What follows belongs to an exercise in optimizing a design on an open flow for small area, a short achievable clock period and few clock cycles per item; a production flow would make more cautious choices. Function was checked by simulation only, so behaviour that the tests miss may differ from the original.

==> flow/design.v, too long to show whole: its modules and the start of the top module <==
// module blade_fmul_s1: 81 lines
// module blade_fmul_s2: 50 lines
// module blade_fmul: 20 lines
// module blade_mul24: 1025 lines
// module blade_fadd_s1: 48 lines
// module blade_fadd_s2: 86 lines
// module blade_fadd: 15 lines
// module blade_biquad: 211 lines
module blade_biquad (
    input  wire        clk,
    input  wire        rst,
    input  wire        cmd_valid,
    output wire        cmd_ready,
    input  wire        cmd_clear,
    input  wire [31:0] cmd_x0,
    input  wire [31:0] cmd_x1,
    input  wire [31:0] cmd_b0,
    input  wire [31:0] cmd_b1,
    input  wire [31:0] cmd_b2,
    input  wire [31:0] cmd_a1,
    input  wire [31:0] cmd_a2,
    output reg         rsp_valid,
    output reg  [31:0] rsp_y0,
    output reg  [31:0] rsp_y1
);
  // ...
==> flow/flow/run.sh <==
#!/bin/bash
# Layout flow: the standard ORFS flow (standard.sh, unchanged synthesis,
# floorplan, placement, CTS and routing at the design's clock and
# constraints), with a larger setup-slack margin for OpenROAD's repair_timing
# so that the resizer also shortens paths that already meet the 24 ns clock.
# standard.sh's full output goes to standard.log in this folder; the ORFS
# logs of each step stay under orfs/logs.
set -eo pipefail
export SETUP_SLACK_MARGIN=16.5
bash standard.sh > standard.log 2>&1
test -s out/final.def
==> flow/standard.sh <==
#!/bin/bash
# synth_recipe.tcl (not shown) runs the flow's synth.tcl, then flattens the netlist and writes it again
# the make line also repeats each setting of config.mk as NAME=value (left out here)
make -C /OpenROAD-flow-scripts/flow DESIGN_CONFIG=/design/flow/config.mk WORK_HOME=/design/flow/orfs CLKGATE_MAP_FILE= SYNTH_SCRIPT=/design/flow/synth_recipe.tcl "${@:-finish}"
==> flow/config.mk <==
export PLATFORM = sky130hd
export DESIGN_NAME = blade_biquad
export DESIGN_NICKNAME = blade_biquad
export VERILOG_FILES = /design/flow/design.v
export SDC_FILE = /design/flow/constraint.sdc
export NUM_CORES = 4
export LEC_CHECK = 0
export ABC_AREA = 1
export CAP_MARGIN = 20
export CORE_MARGIN = 2
export CORE_UTILIZATION = 40
export PLACE_DENSITY = 0.6
export SLEW_MARGIN = 20
==> flow/constraint.sdc <==
create_clock -name core_clock -period 24.0 [get_ports {clk}]
set_input_delay 4.8000 -clock core_clock [delete_from_list [all_inputs] [get_ports {clk}]]
set_output_delay 4.8000 -clock core_clock [all_outputs]
set_load 0.01 [all_outputs]
==> reports/qor.txt, run 1 <==
Status: no timing/DRC/antenna violations
Post-synthesis xor/xnor area fraction: 1.692%
Ant. Diodes: 1
Crit path max-delay family: buffers and inverters
Post-synth top area share: 16.44%
Grt ovf: 0
Sequential share of the synthesized area: 26.17%
Relative slew slack: 25.50%
Area-dominant class: multi-input combinational cells
I/O Pins: 294
Reg area: 15720 µm²
Hold path endpoint: ar_dst[0]
Area leader, netlist: fa_1
DP Area: 64790 µm²
Worst-path clk slew: 0.06 ns
Simple-gate share of the synthesized area: 25.89%
Most frequent cell after synthesis: nand2_1
Critical path depth: 8
Syn-to-layout area delta: 12.50%
FF+latch count: 671
Met3 Track Usage GR: 4.573%
Drt drc: 0
Clock-cell share: 4.047%
Crit Path Max Fanout: 100
Tapcells: 2016
Initial antenna violation count: 10
Syn Nets: 9457
Final period utilization: 29.22%
Crit path kind: input port to flip-flop
Non-clk bufs: 398
Testbench counts, summed over its fixed seeds: cycles 28,824, items 4,800.
==> module blade_fmul_s2, before the edit <==
module blade_fmul_s2 (
    input  wire [21:0] plo,
    input  wire [26:0] ph0,
    input  wire [26:0] ph1,
    input  wire [7:0]  e8,
    input  wire        tz,
    input  wire        ovf0,
    input  wire        ovf1,
    input  wire [5:0]  t,
    input  wire        sy,
    input  wire [1:0]  spec,
    output reg  [31:0] y
);
    wire [47:0] prod = {ph0 + ph1 + {26'd0, plo[21]}, plo[20:0]};
    wire [70:0] xs  = {prod, 23'd0} >> t;
    wire [26:0] yt  = xs[47:21];
    wire [5:0]  t2  = t - 6'd2;
    wire [47:0] mlo = (t < 6'd2) ? 48'd0 : ~(48'hFFFFFFFFFFFF << t2);
    wire        stl = |(prod & mlo);
    wire        hi  = yt[26];
    wire [25:0] nt  = hi ? yt[26:1] : yt[25:0];
    wire        nst = hi ? (yt[0] | stl) : stl;
    wire [7:0]  ex8 = e8 + {7'd0, hi};
    wire        ovf = !tz && (hi ? ovf1 : ovf0);
    reg [23:0] m;
    reg        g, st, rnd;
    reg [7:0]  ef;
    always @* begin
        if (tz) begin
            m  = yt[26:3];
            g  = yt[2];
            st = yt[1] | yt[0] | stl;
            ef = {7'd0, m[23]};
        end else begin
            m  = nt[25:2];
            g  = nt[1];
            st = nt[0] | nst;
            ef = ex8;
        end
        rnd = g & (st | m[0]);
        case (spec)
            2'd1: y = 32'h7FC00000;
            2'd2: y = {sy, 8'hFF, 23'd0};
            2'd3: y = {sy, 31'd0};
            default:
                if (ovf) y = {sy, 8'hFF, 23'd0};
                else     y = {sy, ef, m[22:0]} + {31'd0, rnd};
        endcase
    end
endmodule
==> module blade_fadd_s2, before the edit <==
module blade_fadd_s2 (
    input  wire [23:0] mp,
    input  wire [26:0] bl,
    input  wire        eff_sub,
    input  wire [7:0]  xp,
    input  wire        sp,
    input  wire        zs,
    input  wire        nan,
    input  wire        inf,
    input  wire        is,
    output reg  [31:0] y
);
    wire [27:0] S = eff_sub ? ({1'b0, mp, 3'b000} - {1'b0, bl}) : ({1'b0, mp, 3'b000} + {1'b0, bl});
    wire [7:0]  xm1 = xp - 8'd1;
    wire [26:0] lim = (xm1 <= 8'd26) ? (27'h4000000 >> xm1[4:0]) : 27'd0;
    wire [31:0] v   = {S[26:0] | lim, 5'b11111};
    function [1:0] lzc2(input [1:0] x);
        lzc2 = {x == 2'b00, x == 2'b01};
    endfunction
    function [2:0] lzc4(input [3:0] x);
        reg [1:0] h, l;
        begin
            h = lzc2(x[3:2]);
            l = lzc2(x[1:0]);
            lzc4 = h[1] ? {l[1], 1'b1, l[0]} : {1'b0, h};
        end
    endfunction
    function [3:0] lzc8(input [7:0] x);
        reg [2:0] h, l;
        begin
            h = lzc4(x[7:4]);
            l = lzc4(x[3:0]);
            lzc8 = h[2] ? {l[2], 1'b1, l[1:0]} : {1'b0, h};
        end
    endfunction
    function [4:0] lzc16(input [15:0] x);
        reg [3:0] h, l;
        begin
            h = lzc8(x[15:8]);
            l = lzc8(x[7:0]);
            lzc16 = h[3] ? {l[3], 1'b1, l[2:0]} : {1'b0, h};
        end
    endfunction
    function [5:0] lzc32(input [31:0] x);
        reg [4:0] h, l;
        begin
            h = lzc16(x[31:16]);
            l = lzc16(x[15:0]);
            lzc32 = h[4] ? {l[4], 1'b1, l[3:0]} : {1'b0, h};
        end
    endfunction
    wire [5:0]  lzv = lzc32(v);         
    wire [4:0]  ls  = lzv[4:0];
    wire [26:0] n16 = ls[4] ? {S[10:0], 16'd0} : S[26:0];
    wire [26:0] n8  = ls[3] ? {n16[18:0], 8'd0} : n16;
    wire [26:0] n4  = ls[2] ? {n8[22:0], 4'd0} : n8;
    wire [26:0] n2  = ls[1] ? {n4[24:0], 2'd0} : n4;
    wire [26:0] n1  = ls[0] ? {n2[25:0], 1'd0} : n2;
    reg [26:0] N;
    reg [8:0]  e;
    reg [23:0] m;
    reg        rnd;
    reg [7:0]  ef;
    always @* begin
        if (S[27]) begin
            N = S[27:1] | {26'd0, S[0]};
            e = {1'b0, xp} + 9'd1;
        end else begin
            N = n1;
            e = {1'b0, xp} - {4'd0, ls};
        end
        m   = N[26:3];
        rnd = N[2] & (N[1] | N[0] | m[0]);
        ef  = m[23] ? e[7:0] : 8'd0;
        if (nan)
            y = 32'h7FC00000;
        else if (inf)
            y = {is, 8'hFF, 23'd0};
        else if (S == 0)
            y = {zs, 31'd0};
        else if (S[27] && xp == 8'd254)      
            y = {sp, 8'hFF, 23'd0};
        else
            y = {sp, ef, m[22:0]} + {31'd0, rnd};
    end
endmodule
==> module blade_biquad, before the edit <==
module blade_biquad (
    input  wire        clk,
    input  wire        rst,
    input  wire        cmd_valid,
    output wire        cmd_ready,
    input  wire        cmd_clear,
    input  wire [31:0] cmd_x0,
    input  wire [31:0] cmd_x1,
    input  wire [31:0] cmd_b0,
    input  wire [31:0] cmd_b1,
    input  wire [31:0] cmd_b2,
    input  wire [31:0] cmd_a1,
    input  wire [31:0] cmd_a2,
    output reg         rsp_valid,
    output reg  [31:0] rsp_y0,
    output reg  [31:0] rsp_y1
);
    reg [12:1] f;
    reg [22:1] g;
    reg        clr_ok;
    wire fast_cond = (cmd_b1[30:0] == 31'd0) &&
                     (cmd_b2 == {~cmd_b0[31], cmd_b0[30:0]}) &&
                     (cmd_x0[30:23] != 8'hFF) && (cmd_x1[30:23] != 8'hFF);
    wire fast_busy = |f;
    wire gbusy     = |g;
    wire fast_slot = !(|f[5:1]) && !f[7] && !f[8] && !gbusy;
    wire start_f   = cmd_valid && !cmd_clear && fast_cond && fast_slot;
    wire start_g   = cmd_valid && !cmd_clear && !fast_cond && !fast_busy && !gbusy;
    assign cmd_ready = f[3] || g[12] || clr_ok;
    wire clear_acc = clr_ok && cmd_valid;    
    wire [11:0] fN = rst ? 12'd0 : {f[11:1], start_f};
    wire [21:0] gN = rst ? 22'd0 : {g[21:1], start_g};
    localparam [2:0] D_NONE = 3'd0, D_Y0 = 3'd1, D_Y1 = 3'd2, D_S1_0 = 3'd3,
                     D_S1_1 = 3'd4, D_S2_0 = 3'd5, D_S2_1 = 3'd6;
    localparam [2:0] A_S1_0 = 3'd3, A_S1_1 = 3'd4, A_S2_0 = 3'd5, A_S2_1 = 3'd6,
                     A_TB0 = 3'd1, A_TB1 = 3'd2;
    reg ld_x1, ld_b1, ld_b2, ld_one, ld_y, hold_a, ld_a1, ld_a2;  
    reg [2:0] a_src;                                
    reg b_tn, b_tz_0, a_sub;                        
    reg lat_a, lat_z, lat_zb;                       
    reg tb0_pm, tb1_pm, tb_neg;                     
    reg [2:0] a_dst;                                
    always @(posedge clk) begin
        ld_x1  <= fN[2] || gN[9] || gN[10] || gN[11];
        ld_b1  <= gN[0] || gN[10];
        ld_b2  <= gN[1] || gN[11];
        ld_one <= gN[7] || gN[17];
        ld_y   <= fN[3] || fN[6] || gN[3] || gN[7] || gN[13] || gN[17];
        hold_a <= fN[4] || fN[7] || gN[4] || gN[5] || gN[6] || gN[14] || gN[15] || gN[16];
        ld_a1  <= fN[3] || fN[6] || gN[3] || gN[13];
        ld_a2  <= fN[4] || fN[7] || gN[6] || gN[16];
        a_src  <= (fN[1] || gN[1])   ? A_S1_0 :
                  (fN[4] || gN[11])  ? A_S1_1 :
                  (fN[5] || gN[9])   ? A_S2_0 :
                  (fN[8] || gN[19])  ? A_S2_1 :
                  (fN[6] || gN[5] || gN[18]) ? A_TB0 : A_TB1;
        b_tn   <= fN[6] || fN[9];
        b_tz_0 <= fN[6];
        a_sub  <= fN[7] || fN[10] || gN[6] || gN[9] || gN[16] || gN[19];
        lat_a  <= fN[2] || gN[0];
        lat_z  <= fN[2];
        lat_zb <= fN[8];
        tb0_pm <= fN[2] || gN[3] || gN[14];
        tb1_pm <= fN[5] || gN[4] || gN[13];
        tb_neg <= fN[2] || fN[5];
        a_dst  <= (fN[2] || gN[2])   ? D_Y0   :
                  (fN[5] || gN[12])  ? D_Y1   :
                  (fN[6] || gN[10])  ? D_S1_0 :
                  (fN[7] || gN[9])   ? D_S2_0 :
                  (fN[9] || gN[20])  ? D_S1_1 :
                  (fN[10] || gN[19]) ? D_S2_1 : D_NONE;
    end
    reg [31:0] areg, breg;           
    reg        areg_h, breg_h;       
    reg [31:0] a1r, a2r;             
    reg [31:0] pm;                   
    reg [31:0] aop;                  
    reg [31:0] tb0, tb1;             
    reg [31:0] s1_0, s1_1, s2_0, s2_1;
    reg        zA0, zA1, zB1;        
    wire [21:0] m_plo;
    wire [26:0] m_ph0, m_ph1;
    wire [7:0]  m_e8;
    wire [4:0]  m_lz;
    wire [5:0]  m_t;
    wire        m_tz, m_ovf0, m_ovf1;
    wire        m_sy;
    wire [1:0]  m_spec;
    blade_fmul_s1 u_m1 (.a(areg), .b(breg), .ha(areg_h), .hb(breg_h), .plo(m_plo), .ph0(m_ph0), .ph1(m_ph1),
                        .e8(m_e8), .lz(m_lz), .tz(m_tz), .ovf0(m_ovf0), .ovf1(m_ovf1),
                        .t(m_t), .sy(m_sy), .spec(m_spec));
    reg  [21:0] mr_plo;
    reg  [26:0] mr_ph0, mr_ph1;
    reg  [7:0]  mr_e8;
    reg  [5:0]  mr_t;
    reg         mr_tz, mr_ovf0, mr_ovf1;
    reg         mr_sy;
    reg  [1:0]  mr_spec;
    wire [31:0] m_y;
    blade_fmul_s2 u_m2 (.plo(mr_plo), .ph0(mr_ph0), .ph1(mr_ph1), .e8(mr_e8), .tz(mr_tz),
                        .ovf0(mr_ovf0), .ovf1(mr_ovf1), .t(mr_t), .sy(mr_sy), .spec(mr_spec),
                        .y(m_y));
    wire        b_tz    = b_tz_0 ? zA0 : zB1;
    wire        pm_zero = (pm[30:0] == 31'd0);
    wire        tn_sign = pm_zero ? (~pm[31] & b_tz) : ~pm[31];
    wire [31:0] add_b = {b_tn ? tn_sign : pm[31], pm[30:0]};
    wire [23:0] a_mp;
    wire [26:0] a_bl;
    wire        a_es;
    wire [7:0]  a_xp;
    wire        a_sp, a_zs, a_nan, a_inf, a_is;
    blade_fadd_s1 u_a1 (.a(aop), .b(add_b), .sub(a_sub), .mp(a_mp), .bl(a_bl),
                        .eff_sub(a_es), .xp(a_xp), .sp(a_sp), .zs(a_zs), .nan(a_nan),
                        .inf(a_inf), .is(a_is));
    reg  [23:0] ar_mp;
    reg  [26:0] ar_bl;
    reg         ar_es;
    reg  [7:0]  ar_xp;
    reg         ar_sp, ar_zs, ar_nan, ar_inf, ar_is;
    reg  [2:0]  ar_dst;
    wire [31:0] a_y;
    blade_fadd_s2 u_a2 (.mp(ar_mp), .bl(ar_bl), .eff_sub(ar_es), .xp(ar_xp), .sp(ar_sp),
                        .zs(ar_zs), .nan(ar_nan), .inf(ar_inf), .is(ar_is), .y(a_y));
    wire [31:0] areg_d = ld_y ? a_y : ld_x1 ? cmd_x1 : cmd_x0;
    wire [31:0] breg_d = ld_a1 ? a1r : ld_a2 ? a2r : ld_one ? 32'h3F800000 :
                         ld_b1 ? cmd_b1 : ld_b2 ? cmd_b2 : cmd_b0;
    reg  [31:0] aop_r;
    always @* begin
        case (a_src)
            A_S1_0:  aop_r = s1_0;
            A_S1_1:  aop_r = s1_1;
            A_S2_0:  aop_r = s2_0;
            A_S2_1:  aop_r = s2_1;
            A_TB0:   aop_r = tb0;
            default: aop_r = tb1;
        endcase
    end
    wire [31:0] aop_d = (ar_dst == a_src) ? a_y : aop_r;
    always @(posedge clk) begin
        mr_plo   <= m_plo;
        mr_ph0   <= m_ph0;
        mr_ph1   <= m_ph1;
        mr_e8    <= m_e8;
        mr_t     <= m_t;
        mr_tz    <= m_tz;
        mr_ovf0  <= m_ovf0;
        mr_ovf1  <= m_ovf1;
        mr_sy    <= m_sy;
        mr_spec  <= m_spec;
        pm       <= m_y;
        ar_mp   <= a_mp;
        ar_bl   <= a_bl;
        ar_es   <= a_es;
        ar_xp   <= a_xp;
        ar_sp   <= a_sp;
        ar_zs   <= a_zs;
        ar_nan  <= a_nan;
        ar_inf  <= a_inf;
        ar_is   <= a_is;
        aop <= aop_d;
        if (!hold_a) begin
            areg   <= areg_d;
            areg_h <= areg_d[30:23] != 8'd0;
        end
        breg   <= breg_d;
        breg_h <= breg_d[30:23] != 8'd0;
        if (lat_a) begin
            a1r <= cmd_a1;
            a2r <= cmd_a2;
        end
        if (lat_z) begin
            zA0 <= cmd_b1[31] ^ cmd_x0[31];
            zA1 <= cmd_b1[31] ^ cmd_x1[31];
        end
        if (lat_zb)
            zB1 <= zA1;
        if (tb0_pm)
            tb0 <= {pm[31] ^ tb_neg, pm[30:0]};
        if (tb1_pm)
            tb1 <= {pm[31] ^ tb_neg, pm[30:0]};
        if (ar_dst == D_Y0) rsp_y0 <= a_y;
        if (ar_dst == D_Y1) rsp_y1 <= a_y;
        f <= fN[11:0];
        g <= gN[21:0];
        if (rst) begin
            clr_ok    <= 1'b0;
            rsp_valid <= 1'b0;
            ar_dst    <= D_NONE;
            s1_0      <= 32'd0;
            s1_1      <= 32'd0;
            s2_0      <= 32'd0;
            s2_1      <= 32'd0;
        end else begin
            ar_dst <= a_dst;
            clr_ok <= cmd_valid && cmd_clear && !clear_acc && !gbusy &&
                      !(|f[11:1]);
            rsp_valid <= f[7] || g[14];
            if (clear_acc) begin
                s1_0 <= 32'd0;
                s1_1 <= 32'd0;
                s2_0 <= 32'd0;
                s2_1 <= 32'd0;
            end else begin
                if (ar_dst == D_S1_0) s1_0 <= a_y;
                if (ar_dst == D_S1_1) s1_1 <= a_y;
                if (ar_dst == D_S2_0) s2_0 <= a_y;
                if (ar_dst == D_S2_1) s2_1 <= a_y;
            end
        end
    end
endmodule
==> run 2, diff against run 1 <==
--- a/flow/design.v
+++ b/flow/design.v
@@ -103,3 +103,4 @@
     wire        nst = hi ? (yt[0] | stl) : stl;
-    wire [7:0]  ex8 = e8 + {7'd0, hi};
+    wire [7:0]  e81 = e8 + 8'd1;
+    wire [7:0]  e82 = e8 + 8'd2;
     wire        ovf = !tz && (hi ? ovf1 : ovf0);
@@ -108,2 +109,4 @@
     reg [7:0]  ef;
+    wire [23:0] mi  = {1'b0, m[22:0]} + {23'd0, rnd};
+    reg  [7:0]  ef1;
     always @* begin
@@ -113,10 +116,14 @@
             st = yt[1] | yt[0] | stl;
-            ef = {7'd0, m[23]};
+            ef  = {7'd0, m[23]};
+            ef1 = m[23] ? 8'd2 : 8'd1;
         end else begin
-            m  = nt[25:2];
-            g  = nt[1];
-            st = nt[0] | nst;
-            ef = ex8;
+            m   = nt[25:2];
+            g   = nt[1];
+            st  = nt[0] | nst;
+            ef  = hi ? e81 : e8;
+            ef1 = hi ? e82 : e81;
         end
         rnd = g & (st | m[0]);
+    end
+    always @* begin
         case (spec)
@@ -127,3 +134,3 @@
                 if (ovf) y = {sy, 8'hFF, 23'd0};
-                else     y = {sy, ef, m[22:0]} + {31'd0, rnd};
+                else     y = {sy, mi[23] ? ef1 : ef, mi[22:0]};
         endcase
@@ -1283,3 +1290,2 @@
     reg [26:0] N;
-    reg [8:0]  e;
     reg [23:0] m;
@@ -1287,13 +1293,23 @@
     reg [7:0]  ef;
+    wire [23:0] mi  = {1'b0, m[22:0]} + {23'd0, rnd};
+    wire [7:0]  xp1 = xp + 8'd1;
+    wire [7:0]  xp2 = xp + 8'd2;
+    wire [7:0]  el0 = xp - {3'd0, ls};
+    wire [7:0]  el1 = xp1 - {3'd0, ls};
+    reg  [7:0]  ef1;
     always @* begin
         if (S[27]) begin
-            N = S[27:1] | {26'd0, S[0]};
-            e = {1'b0, xp} + 9'd1;
+            N   = S[27:1] | {26'd0, S[0]};
+            m   = N[26:3];
+            ef  = xp1;
+            ef1 = xp2;
         end else begin
-            N = n1;
-            e = {1'b0, xp} - {4'd0, ls};
+            N   = n1;
+            m   = N[26:3];
+            ef  = m[23] ? el0 : 8'd0;
+            ef1 = m[23] ? el1 : 8'd1;
         end
-        m   = N[26:3];
         rnd = N[2] & (N[1] | N[0] | m[0]);
-        ef  = m[23] ? e[7:0] : 8'd0;
+    end
+    always @* begin
         if (nan)
@@ -1307,3 +1323,3 @@
         else
-            y = {sp, ef, m[22:0]} + {31'd0, rnd};
+            y = {sp, mi[23] ? ef1 : ef, mi[22:0]};
     end
@@ -1354,10 +1370,10 @@
     assign cmd_ready = f[3] || g[12] || clr_ok;
-    wire clear_acc = clr_ok && cmd_valid;    
+    wire clear_acc = clr_ok;
     wire [11:0] fN = rst ? 12'd0 : {f[11:1], start_f};
     wire [21:0] gN = rst ? 22'd0 : {g[21:1], start_g};
-    localparam [2:0] D_NONE = 3'd0, D_Y0 = 3'd1, D_Y1 = 3'd2, D_S1_0 = 3'd3,
-                     D_S1_1 = 3'd4, D_S2_0 = 3'd5, D_S2_1 = 3'd6;
+    localparam [2:0] D_NONE = 3'd0, D_S1_0 = 3'd3, D_S1_1 = 3'd4, D_S2_0 = 3'd5,
+                     D_S2_1 = 3'd6;
     localparam [2:0] A_S1_0 = 3'd3, A_S1_1 = 3'd4, A_S2_0 = 3'd5, A_S2_1 = 3'd6,
                      A_TB0 = 3'd1, A_TB1 = 3'd2;
-    reg ld_x1, ld_b1, ld_b2, ld_one, ld_y, hold_a, ld_a1, ld_a2;  
+    reg ld_x1, ld_b1, ld_b2, ld_y, hold_a, ld_a1, ld_a2, ld_r;  
     reg [2:0] a_src;                                
@@ -1366,2 +1382,3 @@
     reg tb0_pm, tb1_pm, tb_neg;                     
+    reg ld_r0, ld_r1;                               
     reg [2:0] a_dst;                                
@@ -1371,3 +1388,4 @@
         ld_b2  <= gN[1] || gN[11];
-        ld_one <= gN[7] || gN[17];
+        ld_r   <= fN[3] || fN[6] || fN[4] || fN[7] ||              
+                  gN[3] || gN[13] || gN[6] || gN[16] || gN[7] || gN[17];   
         ld_y   <= fN[3] || fN[6] || gN[3] || gN[7] || gN[13] || gN[17];
@@ -1390,5 +1408,5 @@
         tb_neg <= fN[2] || fN[5];
-        a_dst  <= (fN[2] || gN[2])   ? D_Y0   :
-                  (fN[5] || gN[12])  ? D_Y1   :
-                  (fN[6] || gN[10])  ? D_S1_0 :
+        ld_r0  <= fN[4] || gN[4];
+        ld_r1  <= fN[7] || gN[14];
+        a_dst  <= (fN[6] || gN[10])  ? D_S1_0 :
                   (fN[7] || gN[9])   ? D_S2_0 :
@@ -1449,4 +1467,5 @@
     wire [31:0] areg_d = ld_y ? a_y : ld_x1 ? cmd_x1 : cmd_x0;
-    wire [31:0] breg_d = ld_a1 ? a1r : ld_a2 ? a2r : ld_one ? 32'h3F800000 :
-                         ld_b1 ? cmd_b1 : ld_b2 ? cmd_b2 : cmd_b0;
+    wire [31:0] breg_p = ld_b1 ? cmd_b1 : ld_b2 ? cmd_b2 : cmd_b0;
+    wire [31:0] breg_r = ld_a1 ? a1r : ld_a2 ? a2r : 32'h3F800000;
+    wire [31:0] breg_d = ld_r ? breg_r : breg_p;
     reg  [31:0] aop_r;
@@ -1505,4 +1524,4 @@
             tb1 <= {pm[31] ^ tb_neg, pm[30:0]};
-        if (ar_dst == D_Y0) rsp_y0 <= a_y;
-        if (ar_dst == D_Y1) rsp_y1 <= a_y;
+        if (ld_r0) rsp_y0 <= areg;
+        if (ld_r1) rsp_y1 <= areg;
         f <= fN[11:0];
@@ -1521,3 +1540,3 @@
                       !(|f[11:1]);
-            rsp_valid <= f[7] || g[14];
+            rsp_valid <= f[8] || g[15];
             if (clear_acc) begin
==> run 2 against run 1 <==
Against the previous run:
- still clean
- die area fell by 0.34%
- setup slack better by 0.20 ns
- first-iteration DRC count grew 9.8%
- flip-flop and latch count is 2 higher
- via count fell by 0.14%
- synthesized area shrank 0.34%
- synthesized cell count fell by 1.4%
- routed wire length is 1.9% higher
- critical path depth is 26 higher
==> reports/qor.txt, run 2 <==
Final period utilization: 28.41% (-0.81 points)
Clk Latency, worst-skew pair: 0.71 ns
Metal-1 WL: 93030 µm
Detail Route met2 WL: 100900 µm
Global-route usage over all layers: 29.18%
Area leader, netlist: fa_1
Num CTS Buffers: 81
Post-DRT Antenna Nets: 0
Most frequent cells in the layout: nand2_1 (2127), inv_1 (1723), o21ai_0 (519)
CP startpoint kind: flip-flop
Slew @ Worst Pin: 1.157 ns
Final net count: 9433
DRT Pass-1 Iters: 7
Post-DR wirelength/cell: 21.50 µm
Req. time, crit path: 24.55 ns
EDFF count, synth: 228
Synthesized cell area: 59830 µm²
Worst hold path stage count: 2
DR vias: 55850
Crit path kind: flip-flop to flip-flop
Area contributors post-synth: fa_1 (17%), dfxtp_1 (15%), nand2_1 (13%), edfxtp_1 (11%), inv_1 (11%)
Most used cell, CP: nand2_1
Die W: 390.8 µm
Starting Density: 40.38%
Hold_ws: 0.3687 ns
CTS max path bufs: 3
Sequential share of the synthesized area: 26.33% (+0.16 points)
Final HPWL DP: 170300 µm
Slew Limit Fails: 0
Relative slew slack: 22.07% (-3.4 points)
CTS HTree Levels: 3
Largest net degree at the start of global routing: 119
Core Rows: 141
Synth Register Bits: 673
Num Clock Sinks: 673
Most frequent cell after synthesis: nand2_1
Grt ovf: 0 (unchanged)
Setup TNS: 0 ns
Final setup vio count: 0
Count of final hold-check violations: 0
Crit path arrival time: 7.37 ns
Worst path slowest cell: inv_2
WL met3: 21220 µm
Asr flop ratio synth: 0%
GPL Wtd Cong: 0.9975
Final Non-Filler Cells: 10470
Crit Path Max Fanout: 32 (-68%)
Min cycle time layout: 6.819 ns
Delay of the slowest cell on the worst path: 0.54 ns
TritonCTS clock tree: yes
Max-cap viol count: 0
Drt drc: 0 (unchanged)
Die Span Y: 390.8 µm
Worst-path clk slew: 0.06 ns (about the same)
Most common cell after layout, fill and taps aside: nand2_1
Post-synth top area share: 16.53% (+0.090 points)
I/O Pins: 294 (unchanged)
DRT iter0 DRCs: 5494
Status: no timing/DRC/antenna violations
Number of synthesis warnings: 5
Share of cells above drive strength 1: 5.033%
Core Region: 148200 µm²
Hold-fix buffers at CTS: 0
Setup Skew: 0.06906 ns
Placed insts: 10320
Setup Fix Bufs, Post-CTS: 0
Worst min-delay path class: flip-flop to flip-flop
Syn_area_per_cell: 7.132 µm²
RSZ-0062 raised after global routing: no
First-pass GRT wire length: 336100 µm
Initial antenna violation count: 8 (-2)
Top layer in use: met5
Post-DR vias/cell: 5.332
Syn-to-layout area delta: 12.31%
Synth Flop Type: dfxtp_1
Syn Nets: 9345 (-1.2%)
DIE AREA: 152700 µm²
Crit end category: flip-flop
Root buf cell: clkbuf_16
Port Buffer Count: 293
Worst R2R Path Depth: 34
Final wirelength: 225200 µm
Post-synth cell types: 79
Most instantiated cells after synthesis: nand2_1 (2128), inv_1 (1723), o21ai_0 (520), nand3_1 (518), fa_1 (494)
Syn Inst Count: 8389
Fmax: 0.1467 GHz
CTS-repair resized insts: 0
Ant. Diodes: 0 (-1)
Vias in the first global route: 54460
-- run 2: cell types whose count changed after synthesis, sizes merged, moves of 14 or more --
cell    previous run  this run
mux2i             22         7
mux2              25         0
nand3            554       530
nor2             593       491
or2               19        36
a22oi              8        53
a21oi            390       351
o22ai             30        51
nand2           2211      2166
o21ai            544       558
o211ai            35        52
inv             1778      1748
-- run 2: cell families (layout without fill, tap and decap cells) --
group,after synthesis,in the layout,synth area share (%)
AND/OR/NAND/NOR,3466,3466,24.68
AO/OA/AOI/OAI,1224,1224,11.73
flip-flops,673,673,26.33
adder cells (fa/ha/maj),728,728,21.42
XOR/XNOR,130,130,1.947
buffers and inverters,2161,2316,13.78
multiplexers,7,7,0.1171
-- run 2: area by class of cell --
type,count,area (µm²)
clock buffers,110,2283
clock inverters,40,462.9
fillers,15030,80990
inverters,1762,6623
multi-input cells,5555,35890
flip-flops and latches,673,15760
well taps,1930,2415
repair buffers,404,3761
-- run 2: critical path, delay by kind of cell (launching register included) --
family | cells | cell delay (ns)
AOI/OAI and AO/OA | 6 | 0.97
xor gates and xnor gates | 1 | 0.38
adders and majority gates | 3 | 0.91
buffers and inverters | 3 | 0.69
DFF | 1 | 0.38
and+or+nand+nor | 21 | 3.31
-- run 2: layer usage --
layer  up-vias  GRT usage (%)
li1      26310              -
met1     26500          38.28
met2      2633          46.72
met3       406          6.015
met4         6          12.04
met5         -        0.09569
-- run 2: worst paths after layout --
| check | start | endpoint | slack [ns] |
|---|---|---|---|
| setup / recovery | mr_ph0[0] | pm[20] | 17.18 |
| hold reg to reg | a_dst[2] | ar_dst[2] | 0.37 |
| hold / removal | a_dst[2] | ar_dst[2] | 0.37 |
| setup reg to reg | mr_ph0[0] | pm[20] | 17.18 |
-- run 2: stage by stage --
stage	setup slack [ns]	instance area (µm²)	util [%]
after global routing	16.63	67200	45.35
after CTS	16.76	67190	45.34
after global placement	16.61	64440	43.48
final	17.18	67200	45.35
after detailed placement	16.59	64440	43.48
after floorplan	17.96	59830	-
Testbench counts of run 2, summed over its fixed seeds: cycles 28,832, items 4,800.
==> run 3, diff against run 2 <==
--- a/flow/design.v
+++ b/flow/design.v
@@ -1422,2 +1422,3 @@
     reg [31:0] s1_0, s1_1, s2_0, s2_1;
+    reg [3:0]  sv;
     reg        zA0, zA1, zB1;        
@@ -1473,6 +1474,6 @@
         case (a_src)
-            A_S1_0:  aop_r = s1_0;
-            A_S1_1:  aop_r = s1_1;
-            A_S2_0:  aop_r = s2_0;
-            A_S2_1:  aop_r = s2_1;
+            A_S1_0:  aop_r = sv[0] ? s1_0 : 32'd0;
+            A_S1_1:  aop_r = sv[1] ? s1_1 : 32'd0;
+            A_S2_0:  aop_r = sv[2] ? s2_0 : 32'd0;
+            A_S2_1:  aop_r = sv[3] ? s2_1 : 32'd0;
             A_TB0:   aop_r = tb0;
@@ -1532,6 +1533,3 @@
             ar_dst    <= D_NONE;
-            s1_0      <= 32'd0;
-            s1_1      <= 32'd0;
-            s2_0      <= 32'd0;
-            s2_1      <= 32'd0;
+            sv        <= 4'd0;
         end else begin
@@ -1541,12 +1539,9 @@
             rsp_valid <= f[8] || g[15];
-            if (clear_acc) begin
-                s1_0 <= 32'd0;
-                s1_1 <= 32'd0;
-                s2_0 <= 32'd0;
-                s2_1 <= 32'd0;
-            end else begin
-                if (ar_dst == D_S1_0) s1_0 <= a_y;
-                if (ar_dst == D_S1_1) s1_1 <= a_y;
-                if (ar_dst == D_S2_0) s2_0 <= a_y;
-                if (ar_dst == D_S2_1) s2_1 <= a_y;
+            if (clear_acc)
+                sv <= 4'd0;
+            else begin
+                if (ar_dst == D_S1_0) sv[0] <= 1'b1;
+                if (ar_dst == D_S1_1) sv[1] <= 1'b1;
+                if (ar_dst == D_S2_0) sv[2] <= 1'b1;
+                if (ar_dst == D_S2_1) sv[3] <= 1'b1;
             end
@@ -1554,2 +1549,8 @@
     end
+    always @(posedge clk) begin
+        if (ar_dst == D_S1_0) s1_0 <= a_y;
+        if (ar_dst == D_S1_1) s1_1 <= a_y;
+        if (ar_dst == D_S2_0) s2_0 <= a_y;
+        if (ar_dst == D_S2_1) s2_1 <= a_y;
+    end
 endmodule
==> run 3 against run 2 <==
Against the previous run:
- synthesized cell count decreased by 3.3%
- largest cell class unchanged
- hold slack better by 0.035 ns
- still clean
- clock skew is 0.0070 ns higher
- synthesized area is 0.11% lower
==> reports/qor.txt, run 3 <==
Die Span Y: 390.5 µm (about the same)
Worst R2R Path Depth: 33 (-2.9%)
Crit path arrival time: 7.26 ns (-0.11 ns)
Post-DR wirelength/cell: 22.44 µm (+4.4%)
Worst path slowest cell: dfxtp_1
Worst min-delay path class: flip-flop to flip-flop
Asr flop ratio synth: 0% (unchanged)
Initial antenna violation count: 4 (-4)
Hold-fix buffers at CTS: 0 (unchanged)
Largest net degree at the start of global routing: 119 (unchanged)
PnR worst setup slack: 17.20 ns (+0.01950 ns)
Setup TNS: 0 ns (unchanged)
Final HPWL DP: 172100 µm (+1.1%)
DP Area: 64390 µm² (about the same)
CTS HTree Levels: 3 (unchanged)
Most frequent cell after synthesis: nand2_1
Synth Flop Type: edfxtp_1
Worst flop-to-flop path startpoint: ar_xp[1]
Area leader, netlist: edfxtp_1
Setup Fix Bufs, Post-CTS: 0 (unchanged)
Final wirelength: 229300 µm (+1.8%)
Crit end category: flip-flop
Final Cell Area: 67060 µm² (-0.21%)
Relative slew slack: 24.49% (+2.4 points)
Syn Nets: 9070 (-2.9%)
Starting Density: 40.38% (about the same)
Status: no timing/DRC/antenna violations
Count of final hold-check violations: 0 (unchanged)
Crit Path Max Fanout: 29 (-9.4%)
Syn_area_per_cell: 7.366 µm² (+3.3%)
Num CTS Buffers: 79 (-2.5%)
Port Buffer Count: 293 (unchanged)
Delay of the slowest cell on the worst path: 0.60 ns (+0.06 ns)
Synth Register Bits: 677 (+0.59%)
Syn Inst Count: 8114 (-3.3%)
Slew @ Worst Pin: 1.130 ns (-0.02694 ns)
Max-cap viol count: 0 (unchanged)
DRT iter0 DRCs: 5268 (-4.1%)
DRT Pass-1 Iters: 8 (+1)
DIE AREA: 152500 µm² (-0.11%)
Final period utilization: 28.33% (-0.081 points)
Worst hold path stage count: 2 (unchanged)
Area contributors post-synth: edfxtp_1 (18%), fa_1 (17%), nand2_1 (13%), dfxtp_1 (11%), inv_1 (10%)
Final setup vio count: 0 (unchanged)
Final net count: 9174 (-2.7%)
CTS max path bufs: 3 (unchanged)
Most common cell after layout, fill and taps aside: nand2_1
Most frequent cells in the layout: nand2_1 (2136), inv_1 (1664), nand3_1 (582)
Num Clock Sinks: 677 (+0.59%)
Share of cells above drive strength 1: 4.683% (-0.35 points)
Hold path endpoint: ar_dst[0]
Sequential share of the synthesized area: 28.64% (+2.3 points)
Global-route usage over all layers: 29.75% (+0.57 points)
Flop2flop setup slack: 17.20 ns (+0.02 ns)
TritonCTS clock tree: yes
Post-DRT Antenna Nets: 0 (unchanged)
Synthesized cell area: 59770 µm² (-0.11%)
Post-synth top area share: 17.89% (+1.4 points)
Reg2Reg Capture Point: areg_h
Req. time, crit path: 24.47 ns (-0.08 ns)
Worst-path clk slew: 0.06 ns (about the same)
Post-synth cell types: 70 (-11%)
Most used cell, CP: nand2_1
Post-DR vias/cell: 5.323 (-0.18%)
CP startpoint kind: flip-flop
Vias in the first global route: 53780 (-1.3%)
Fmax: 0.1471 GHz (+0.29%)
Core Rows: 141 (unchanged)
Startpoint of the worst hold path: a_dst[0]
DR vias: 54390 (-2.6%)
Syn-to-layout area delta: 12.20% (about the same)
Clk Latency, worst-skew pair: 0.74 ns (+0.03 ns)
Crit path kind: flip-flop to flip-flop
RSZ-0062 raised after global routing: no
CTS-repair resized insts: 0 (unchanged)
I/O Pins: 294 (unchanged)
Setup Skew: 0.07607 ns (+0.007012 ns)
EDFF count, synth: 356 (+56%)
Most instantiated cells after synthesis: nand2_1 (2137), inv_1 (1665), nand3_1 (582), fa_1 (494), nor2_1 (444)
First-pass GRT wire length: 338100 µm (+0.61%)
Placement Setup Slack: 16.81 ns (+0.2213 ns)
Grt ovf: 0 (unchanged)
Root buf cell: clkbuf_16
Core Util, Final: 45.31% (about the same)
Core Region: 148000 µm² (-0.12%)
Min cycle time layout: 6.799 ns (-0.01950 ns)
GPL Wtd Cong: 0.9758 (-2.2%)
Number of synthesis warnings: 5 (unchanged)
Slew Limit Fails: 0 (unchanged)
Die W: 390.5 µm (about the same)
Drt drc: 0 (unchanged)
## run 3: cell count changes after synthesis, sizes merged, moves of 38 or more
cell    before   now
clkbuf     336   298
inv       1748  1694
nand3      530   591
a22oi       53    93
edfxtp     228   356
o21ai      558   404
a21oi      351   253
dfxtp      445   321
## run 3: cells by family (layout without fill, tap and decap cells)
family                     Yosys count  after routing  synth area share [%]
AOI/OAI and AO/OA                  979            979                 9.563
other                                0              2                     0
adders and majority gates          728            728                 21.45
xor gates and xnor gates           140            140                 2.052
DFF                                677            677                 28.64
muxes                               12             12                0.2010
buffers and inverters             2083           2254                 13.32
and+or+nand+nor                   3495           3495                 24.78
## run 3: critical path: cells and delay by family (launching register included)
kind | cells | cell delay, ns
and+or+nand+nor | 22 | 3.26
buffers and inverters | 4 | 1.12
AOI/OAI and AO/OA | 5 | 1.03
DFF | 1 | 0.60
adders and majority gates | 2 | 0.54
## run 3: how the worst max path moves through the flow
stage | from | cells after the start | end | slack (ns)
after global routing | ar_xp[1] | 33 | areg_h | 16.60
after CTS | f[3] | 3 | cmd_ready | 17.26
final | ar_xp[1] | 33 | areg_h | 17.20
after floorplan | rst | 5 | a_src[0] | 18.08
after detailed placement | cmd_b1[10] | 8 | ld_b1 | 16.81
after global placement | cmd_b1[10] | 8 | ld_b1 | 16.84
## run 3: final cells by class
cell class | count | area, µm²
timing repair buffer | 392 | 3684
sequential | 677 | 17120
inverter | 1714 | 6439
tap | 1930 | 2415
clock buffer | 115 | 2257
clock inverter | 33 | 394.1
antenna | 2 | 5.005
multi-input combinational | 5354 | 34740
fill | 15000 | 80960
## run 3: layer usage
layer	vias to the layer above	GRT usage [%]	share of wire, %	wire (µm)
met5	-	0	0.013	30
met3	481	6.007	9.1	20800
met1	25980	38.00	40	92060
met2	2414	48.12	45	104100
met4	4	14.24	5.4	12310
li1	25510	-	-	-
## run 3: per-stage QoR
step | instances | hold slack (ns)
global route | 10220 | 0.4259
CTS | 10210 | 0.4064
finish | 10220 | 0.4032
floorplan | 8114 | 0.3883
detailed placement | 10070 | 0.3976
global placement | 10070 | 0.3954
Testbench counts of run 3, summed over its fixed seeds: cycles 28,832, items 4,800.
==> run 4, diff against run 3 <==
--- a/flow/design.v
+++ b/flow/design.v
@@ -1361,5 +1361,13 @@
     reg        clr_ok;
-    wire fast_cond = (cmd_b1[30:0] == 31'd0) &&
-                     (cmd_b2 == {~cmd_b0[31], cmd_b0[30:0]}) &&
-                     (cmd_x0[30:23] != 8'hFF) && (cmd_x1[30:23] != 8'hFF);
+    reg [4:0] fc;
+    reg       cv;
+    always @(posedge clk) begin
+        fc[0] <= cmd_b1[30:0] == 31'd0;
+        fc[1] <= cmd_b2[15:0] == cmd_b0[15:0];
+        fc[2] <= cmd_b2[31:16] == {~cmd_b0[31], cmd_b0[30:16]};
+        fc[3] <= cmd_x0[30:23] != 8'hFF;
+        fc[4] <= cmd_x1[30:23] != 8'hFF;
+        cv    <= !rst && cmd_valid && !cmd_clear && !cmd_ready;
+    end
+    wire fast_cond = &fc;
     wire fast_busy = |f;
@@ -1367,8 +1375,8 @@
     wire fast_slot = !(|f[5:1]) && !f[7] && !f[8] && !gbusy;
-    wire start_f   = cmd_valid && !cmd_clear && fast_cond && fast_slot;
-    wire start_g   = cmd_valid && !cmd_clear && !fast_cond && !fast_busy && !gbusy;
+    wire start_f   = cv && fast_cond && fast_slot;
+    wire start_g   = cv && !fast_cond && !fast_busy && !gbusy;
     assign cmd_ready = f[3] || g[12] || clr_ok;
     wire clear_acc = clr_ok;
-    wire [11:0] fN = rst ? 12'd0 : {f[11:1], start_f};
-    wire [21:0] gN = rst ? 22'd0 : {g[21:1], start_g};
+    wire [11:0] fN = {f[11:1], start_f};
+    wire [21:0] gN = {g[21:1], start_g};
     localparam [2:0] D_NONE = 3'd0, D_S1_0 = 3'd3, D_S1_1 = 3'd4, D_S2_0 = 3'd5,
@@ -1410,3 +1418,4 @@
         ld_r1  <= fN[7] || gN[14];
-        a_dst  <= (fN[6] || gN[10])  ? D_S1_0 :
+        a_dst  <= rst                ? D_NONE :
+                  (fN[6] || gN[10])  ? D_S1_0 :
                   (fN[7] || gN[9])   ? D_S2_0 :
@@ -1527,4 +1536,4 @@
         if (ld_r1) rsp_y1 <= areg;
-        f <= fN[11:0];
-        g <= gN[21:0];
+        f <= rst ? 12'd0 : fN;
+        g <= rst ? 22'd0 : gN;
         if (rst) begin
==> run 4 against run 3 <==
Against the previous run:
- clock skew decreased by 0.023 ns
- global-route usage decreased by 0.45 points
- setup slack better by 0.014 ns
- non-clock buffer count up 5
- first-iteration DRC count rose by 11%
- hold slack worse by 0.024 ns
- design area grew 0.75%
- final cell count is 1.1% higher
- flip-flop and latch count grew 9
- critical path type unchanged
- largest cell class unchanged
==> reports/qor.txt, run 4 <==
Die W: 391.5 µm (+0.24%)
Die Span Y: 391.5 µm (+0.24%)
Num Clock Sinks: 686 (+1.3%)
Critical path launch point: ar_xp[1]
Sequential share of the synthesized area: 28.80% (+0.16 points)
Crit end category: flip-flop
Final setup vio count: 0 (unchanged)
CP endpoint: areg[22]
Syn_area_per_cell: 7.369 µm² (about the same)
Most frequent cells in the layout: nand2_1 (2115), inv_1 (1657), nand3_1 (628)
Synth Flop Type: edfxtp_1
Hold_ws: 0.3791 ns (-0.02411 ns)
DRT iter0 DRCs: 5873 (+11%)
Number of synthesis warnings: 5 (unchanged)
GPL Wtd Cong: 0.9807 (+0.50%)
Adder-cell share of the synthesized area: 21.34% (-0.10 points)
Max-cap viol count: 0 (unchanged)
Root buf cell: clkbuf_16
Asr flop ratio synth: 0% (unchanged)
Most common cell after layout, fill and taps aside: nand2_1
Grt ovf: 0 (unchanged)
Worst R2R Path Depth: 34 (+3.0%)
Synth Register Bits: 686 (+1.3%)
CTS max path bufs: 3 (unchanged)
M1 GR Usage: 37.31% (-0.69 points)
Post-synthesis xor/xnor area fraction: 1.896% (-0.16 points)
Setup TNS: 0 ns (unchanged)
Num CTS Buffers: 80 (+1.3%)
Vias in the first global route: 54250 (+0.89%)
Hold-fix buffers at CTS: 0 (unchanged)
Mux cell area share after synthesis: 0.1854% (-0.016 points)
Syn Inst Count: 8150 (+0.44%)
Met3 Track Usage GR: 5.284% (-0.72 points)
CP startpoint kind: flip-flop
Port Buffer Count: 293 (unchanged)
Crit path arrival time: 7.36 ns (+0.10 ns)
Syn Nets: 9106 (+0.40%)
Slew @ Worst Pin: 1.205 ns (+0.07549 ns)
Reg2Reg Capture Point: areg[22]
Flop2flop setup slack: 17.21 ns (about the same)
Core Region: 149400 µm² (+0.95%)
Post-synth cell types: 76 (+8.6%)
Largest net degree at the start of global routing: 101 (-15%)
Setup Skew: 0.05277 ns (-0.02330 ns)
DRT Pass-1 Iters: 6 (-2)
DIE AREA: 153300 µm² (+0.48%)
RSZ-0062 raised after global routing: no
First-pass GRT wire length: 335800 µm (-0.70%)
Worst min-delay path class: flip-flop to flip-flop
Min cycle time layout: 6.785 ns (-0.01410 ns)
Worst flop-to-flop path startpoint: ar_xp[1]
Area leader, netlist: edfxtp_1
Crit Path Max Fanout: 31 (+6.9%)
Worst path slowest cell: dfxtp_1
TritonCTS clock tree: yes
Req. time, crit path: 24.57 ns (+0.10 ns)
I/O Pins: 294 (unchanged)
CTS-repair resized insts: 0 (unchanged)
Most instantiated cells after synthesis: nand2_1 (2117), inv_1 (1657), nand3_1 (629), fa_1 (494), nor2_1 (446)
Worst-path clk slew: 0.07 ns (about the same)
Post-DRT Antenna Nets: 0 (unchanged)
Status: no timing/DRC/antenna violations
Count of final hold-check violations: 0 (unchanged)
Setup Fix Bufs, Post-CTS: 0 (unchanged)
Post-DR wirelength/cell: 21.90 µm (-2.4%)
DR vias: 55090 (+1.3%)
Relative slew slack: 18.80% (-5.7 points)
Starting Density: 40.19% (-0.19 points)
Compound-Gate Fraction of Synth Area: 9.161% (-0.40 points)
Crit path kind: flip-flop to flip-flop
Synthesized cell area: 60060 µm² (+0.48%)
Area contributors post-synth: edfxtp_1 (18%), fa_1 (16%), nand2_1 (13%), dfxtp_1 (11%), inv_1 (10%)
Final period utilization: 28.27% (-0.059 points)
Core Rows: 142 (+0.71%)
EDFF count, synth: 356 (unchanged)
Drt drc: 0 (unchanged)
Main combinational cell family by area after synthesis: simple AND/OR/NAND/NOR gates
CTS HTree Levels: 3 (unchanged)
Final net count: 9203 (+0.32%)
Global-route usage over all layers: 29.29% (-0.45 points)
Met2 Use GR: 47.16% (-0.96 points)
Final HPWL DP: 169700 µm (-1.4%)
Slew Limit Fails: 0 (unchanged)
Clk Latency, worst-skew pair: 0.71 ns (-0.03 ns)
GRT busiest layer: met2
Share of cells above drive strength 1: 4.859% (+0.18 points)
Delay of the slowest cell on the worst path: 0.60 ns (about the same)
Fillers: 15070 (+0.41%)
Most frequent cell after synthesis: nand2_1
Fmax: 0.1474 GHz (+0.21%)
Simple-gate share of the synthesized area: 25.33% (+0.55 points)
Final wirelength: 226200 µm (-1.3%)
Post-DR vias/cell: 5.332 (+0.17%)
Initial antenna violation count: 16 (+12)
Syn-to-layout area delta: 12.50%
Post-synth top area share: 17.80% (-0.086 points)
run 4: changes by cell type after synthesis, sizes merged, moves of 12 or more:
cell	change
nand3	+51
a21oi	+34
a22oi	-32
nand4	+27
nand2	-23
o21ai	-14
a21o	-13
a31oi	-12
run 4: final cells by class:
type	instances	area, µm²	area share (%)
clock buffers	103	2150	3.182
well taps	2016	2522	3.733
multi-input cells	5382	34830	51.56
repair buffers	397	3714	5.496
flip-flops and latches	686	17300	25.61
inverters	1700	6389	9.456
diodes	1	2.502	0.003704
clock inverters	47	649.4	0.9611
run 4: worst min path at each step:
stage	from	cells past startpoint	endpoint	slack (ns)
6_report	f[2]	0	lat_z	0.38
5_1_grt	f[2]	0	lat_z	0.38
4_1_cts	f[2]	0	lat_z	0.38
3_5_place_dp	f[2]	0	lat_z	0.36
3_3_place_gp	f[2]	0	lat_z	0.36
2_1_floorplan	f[2]	0	lat_z	0.35
run 4: stage by stage:
stage                     utilization [%]  setup slack [ns]  cell area, µm²  cells
after floorplan                         -             18.25           60060   8150
after global placement              43.34             17.46           64750  10180
after detailed placement            43.34             17.39           64760  10180
after CTS                           45.21             17.34           67560  10330
after global routing                45.22             16.58           67560  10330
final                               45.22             17.21           67560  10330
run 4: critical path: cells and delay by family (launching register included):
| family | cells | cell delay [ns] |
|---|---|---|
| adder cells (fa/ha/maj) | 3 | 0.84 |
| AND/OR/NAND/NOR | 22 | 3.71 |
| AO/OA/AOI/OAI | 2 | 0.39 |
| flip-flops | 1 | 0.60 |
| buffers and inverters | 7 | 1.09 |
run 4: metal layers:
metal / wire (µm) / part of all wire, %
met1: 89490 / 40
met2: 102100 / 45
met3: 20640 / 9.1
met4: 13910 / 6.1
met5: 56 / 0.025
run 4: cell families after synthesis:
family                     after synthesis
muxes                                   11
xor gates and xnor gates               130
adders and majority gates              728
and+or+nand+nor                       3556
AOI/OAI and AO/OA                      957
buffers and inverters                 2082
DFF                                    686
Testbench counts of run 4, summed over its fixed seeds: cycles 28,840, items 4,800.
==> run 5, diff against run 4 <==
--- a/flow/flow/run.sh
+++ b/flow/flow/run.sh
@@ -8,3 +8,3 @@
 set -eo pipefail
-export SETUP_SLACK_MARGIN=16.5
+export SETUP_SLACK_MARGIN=17.5
 bash standard.sh > standard.log 2>&1
--- a/flow/config.mk
+++ b/flow/config.mk
@@ -10,4 +10,4 @@
 export CORE_MARGIN = 2
-export CORE_UTILIZATION = 40
-export PLACE_DENSITY = 0.6
+export CORE_UTILIZATION = 55
+export PLACE_DENSITY = 0.72
 export SLEW_MARGIN = 20
==> run 5 against run 4 <==
Against the previous run:
- core utilization is 17 points higher
- register-to-register slack better by 0.47 ns
- sequential share of layout area increased by 0.16 points
- critical path type is now flip-flop to output port
- first-iteration DRC count is 21% higher
==> reports/qor.txt, run 5 <==
Post-synthesis xor/xnor area fraction: 1.896% (unchanged)
Count of final hold-check violations: 0 (unchanged)
Status: no timing/DRC/antenna violations
First-pass GRT wire length: 327500 µm (-2.4%)
Crit path buf inv count: 1 (-6)
Mux cell area share after synthesis: 0.1854% (unchanged)
Adder-cell share of the synthesized area: 21.34% (unchanged)
DR vias: 56520 (+2.6%)
Simple-gate share of the synthesized area: 25.33% (unchanged)
GRT busiest layer: met2
Fmax: 0.1547 GHz (+5.0%)
Crit end category: output port
Area contributors post-synth: edfxtp_1 (18%), fa_1 (16%), nand2_1 (13%), dfxtp_1 (11%), inv_1 (10%)
Crit path kind: flip-flop to output port
Slew @ Worst Pin: 1.182 ns (-0.02347 ns)
Relative slew slack: 21.21% (+2.4 points)
Core Region: 108600 µm² (-27%)
Placed insts: 9578 (-5.9%)
Die Span Y: 334.4 µm (-15%)
Final setup vio count: 0 (unchanged)
Clk Latency, worst-skew pair: 0.69 ns (-0.02 ns)
Synth Flop Type: edfxtp_1
Global-route usage over all layers: 38.86% (+9.6 points)
Synth Register Bits: 686 (unchanged)
Post-DRT Antenna Nets: 0 (unchanged)
Synthesized cell area: 60060 µm² (unchanged)
Asr flop ratio synth: 0% (unchanged)
Delay of the slowest cell on the worst path: 0.63 ns (+0.03 ns)
Startpoint of the worst hold path: a_dst[2]
CTS HTree Levels: 3 (unchanged)
CP startpoint kind: flip-flop
Worst hold path stage count: 2 (+2)
Die W: 334.4 µm (-15%)
Fillers: 9819 (-35%)
Final HPWL DP: 166000 µm (-2.2%)
Setup Skew: 0.05521 ns (+0.002436 ns)
Hold-fix buffers at CTS: 0 (unchanged)
DRT iter0 DRCs: 7094 (+21%)
Slew Limit Fails: 0 (unchanged)
Most frequent cell after synthesis: nand2_1
Initial antenna violation count: 7 (-9)
Final Non-Filler Cells: 9745 (-5.7%)
Compound-Gate Fraction of Synth Area: 9.161% (unchanged)
Final net count: 9221 (+0.20%)
Post-synth cell types: 76 (unchanged)
Syn Nets: 9106 (unchanged)
Most instantiated cells after synthesis: nand2_1 (2117), inv_1 (1657), nand3_1 (629), fa_1 (494), nor2_1 (446)
M1 GR Usage: 53.92% (+17 points)
Post-DR wirelength/cell: 22.78 µm (+4.0%)
Vias in the first global route: 53790 (-0.84%)
Starting Density: 55.33% (+15 points)
Port Buffer Count: 293 (unchanged)
Final wirelength: 222000 µm (-1.9%)
Num CTS Buffers: 78 (-2.5%)
Sequential share of the synthesized area: 28.80% (unchanged)
CTS max path bufs: 3 (unchanged)
Worst R2R Path Depth: 37 (+8.8%)
Number of synthesis warnings: 5 (unchanged)
Largest net degree at the start of global routing: 118 (+17%)
Worst path slowest cell: clkdlybuf4s50_1
Main combinational cell family by area after synthesis: simple AND/OR/NAND/NOR gates
Syn-to-layout area delta: 11.83%
Most common cell after layout, fill and taps aside: nand2_1
Req. time, crit path: 19.20 ns (-5.37 ns)
Worst flop-to-flop path startpoint: ar_bl[20]
Setup TNS: 0 ns (unchanged)
Syn_area_per_cell: 7.369 µm² (unchanged)
Final period utilization: 26.93% (-1.3 points)
TritonCTS clock tree: yes
Grt ovf: 0 (unchanged)
RSZ-0062 raised after global routing: no
Reg2Reg Capture Point: areg_h
Crit path cell chain: clkdlybuf4s50_1
Crit Path Max Fanout: 1 (-97%)
Syn Inst Count: 8150 (unchanged)
Critical path depth: 1 (-97%)
Worst-path clk slew: 0.06 ns (about the same)
Share of cells above drive strength 1: 5.488% (+0.63 points)
Flop2flop setup slack: 17.68 ns (+0.47 ns)
Post-DR vias/cell: 5.799 (+8.8%)
Max-cap viol count: 0 (unchanged)
Crit path arrival time: 1.66 ns (-5.70 ns)
I/O Pins: 294 (unchanged)
Post-synth top area share: 17.80% (unchanged)
Met3 Track Usage GR: 11.99% (+6.7 points)
Crit path max-delay family: buffers and inverters
Root buf cell: clkbuf_16
Core Rows: 121 (-15%)
Num Clock Sinks: 686 (unchanged)
Worst min-delay path class: flip-flop to flip-flop
DIE AREA: 111900 µm² (-27%)
Met2 Use GR: 55.89% (+8.7 points)
GPL Wtd Cong: 1.040 (+6.1%)
Min cycle time layout: 6.464 ns (-0.3215 ns)
DRT Pass-1 Iters: 9 (+3)
Most frequent cells in the layout: nand2_1 (2106), inv_1 (1657), nand3_1 (623)
Area leader, netlist: edfxtp_1
EDFF count, synth: 356 (unchanged)
Hold path endpoint: ar_dst[2]
Drt drc: 0 (unchanged)
run 5: layout make-up:
cell class	count	area (µm²)	area share, %
timing repair buffer	412	3867	5.759
clock inverter	33	493.0	0.7340
multi-input combinational	5387	35090	52.25
inverter	1700	6410	9.544
clock buffer	109	2211	3.292
sequential	686	17310	25.77
tap	1414	1769	2.634
antenna	4	10.01	0.01490
run 5: through the flow:
step	util, %	hold slack (ns)	area (µm²)	setup WS (ns)
finish	61.87	0.4098	67160	17.54
floorplan	-	0.3511	60060	18.25
detailed placement	58.96	0.3985	64010	17.17
global route	61.86	0.4179	67150	17.49
CTS	61.48	0.4089	66730	17.51
global placement	58.96	0.3976	64000	17.13
run 5: kinds of logic (layout without fill, tap and decap cells):
logic type | after synthesis | count (layout)
multiplexers | 11 | 11
adder cells (fa/ha/maj) | 728 | 728
other | 0 | 4
XOR/XNOR | 130 | 130
AND/OR/NAND/NOR | 3556 | 3561
buffers and inverters | 2082 | 2254
AO/OA/AOI/OAI | 957 | 957
flip-flops | 686 | 686
run 5: worst max path at each step:
stage | end | from | slack (ns)
after floorplan | fc[2] | cmd_b0[17] | 18.25
after global placement | fc[2] | cmd_b0[17] | 17.13
after detailed placement | fc[2] | cmd_b0[17] | 17.17
after CTS | rsp_y0[10] | rsp_y0[10] | 17.51
after global routing | areg_h | ar_bl[20] | 17.49
final | rsp_y0[10] | rsp_y0[10] | 17.54
run 5: repair_timing:
item,CTS,global route
setup buffers,0,15
cloned,0,5
endpoints found under the setup margin,44,163
gates resized for setup,13,67
pin swaps,1,8
run 5: routing by layer:
metal,vias up,wire [µm]
met5,-,55
met2,3528,91570
met4,8,10820
li1,25680,-
met1,26760,88930
met3,534,30620

port drivers added, routing unchanged:
No port has a modelled driver above. Below, the same layouts with a new extraction and two added sets of constraints. Step 1 sets driving cells, clkbuf_16 on the clock port and buf_2 on the other inputs (assumed; they add their load-dependent delay and slew). Step 2 also shifts input and output timing later by t, the mid clock arrival at the registers, as if the neighbouring blocks saw the same clock. Three values: no drivers, after step 1, after step 2; two values: the first two.
run	shift t [ns]	setup WS [ns]	worst setup path at the end
run 1	0.748	16.986 / 17.029 / 16.281	input to register
run 2	0.766	17.181 / 17.181 / 16.525	input to register
run 3	0.789	17.201 / 17.201 / 16.805	input to register
run 4	0.775	17.215 / 17.215 / 17.215	register to register
run 5	0.737	17.536 / 17.459 / 17.120	input to register
After both steps setup and hold are still met in every run listed. For run 1, which loses most, drivers alone change the setup slack by +0.043 ns; drivers and shift together by -0.705 ns.
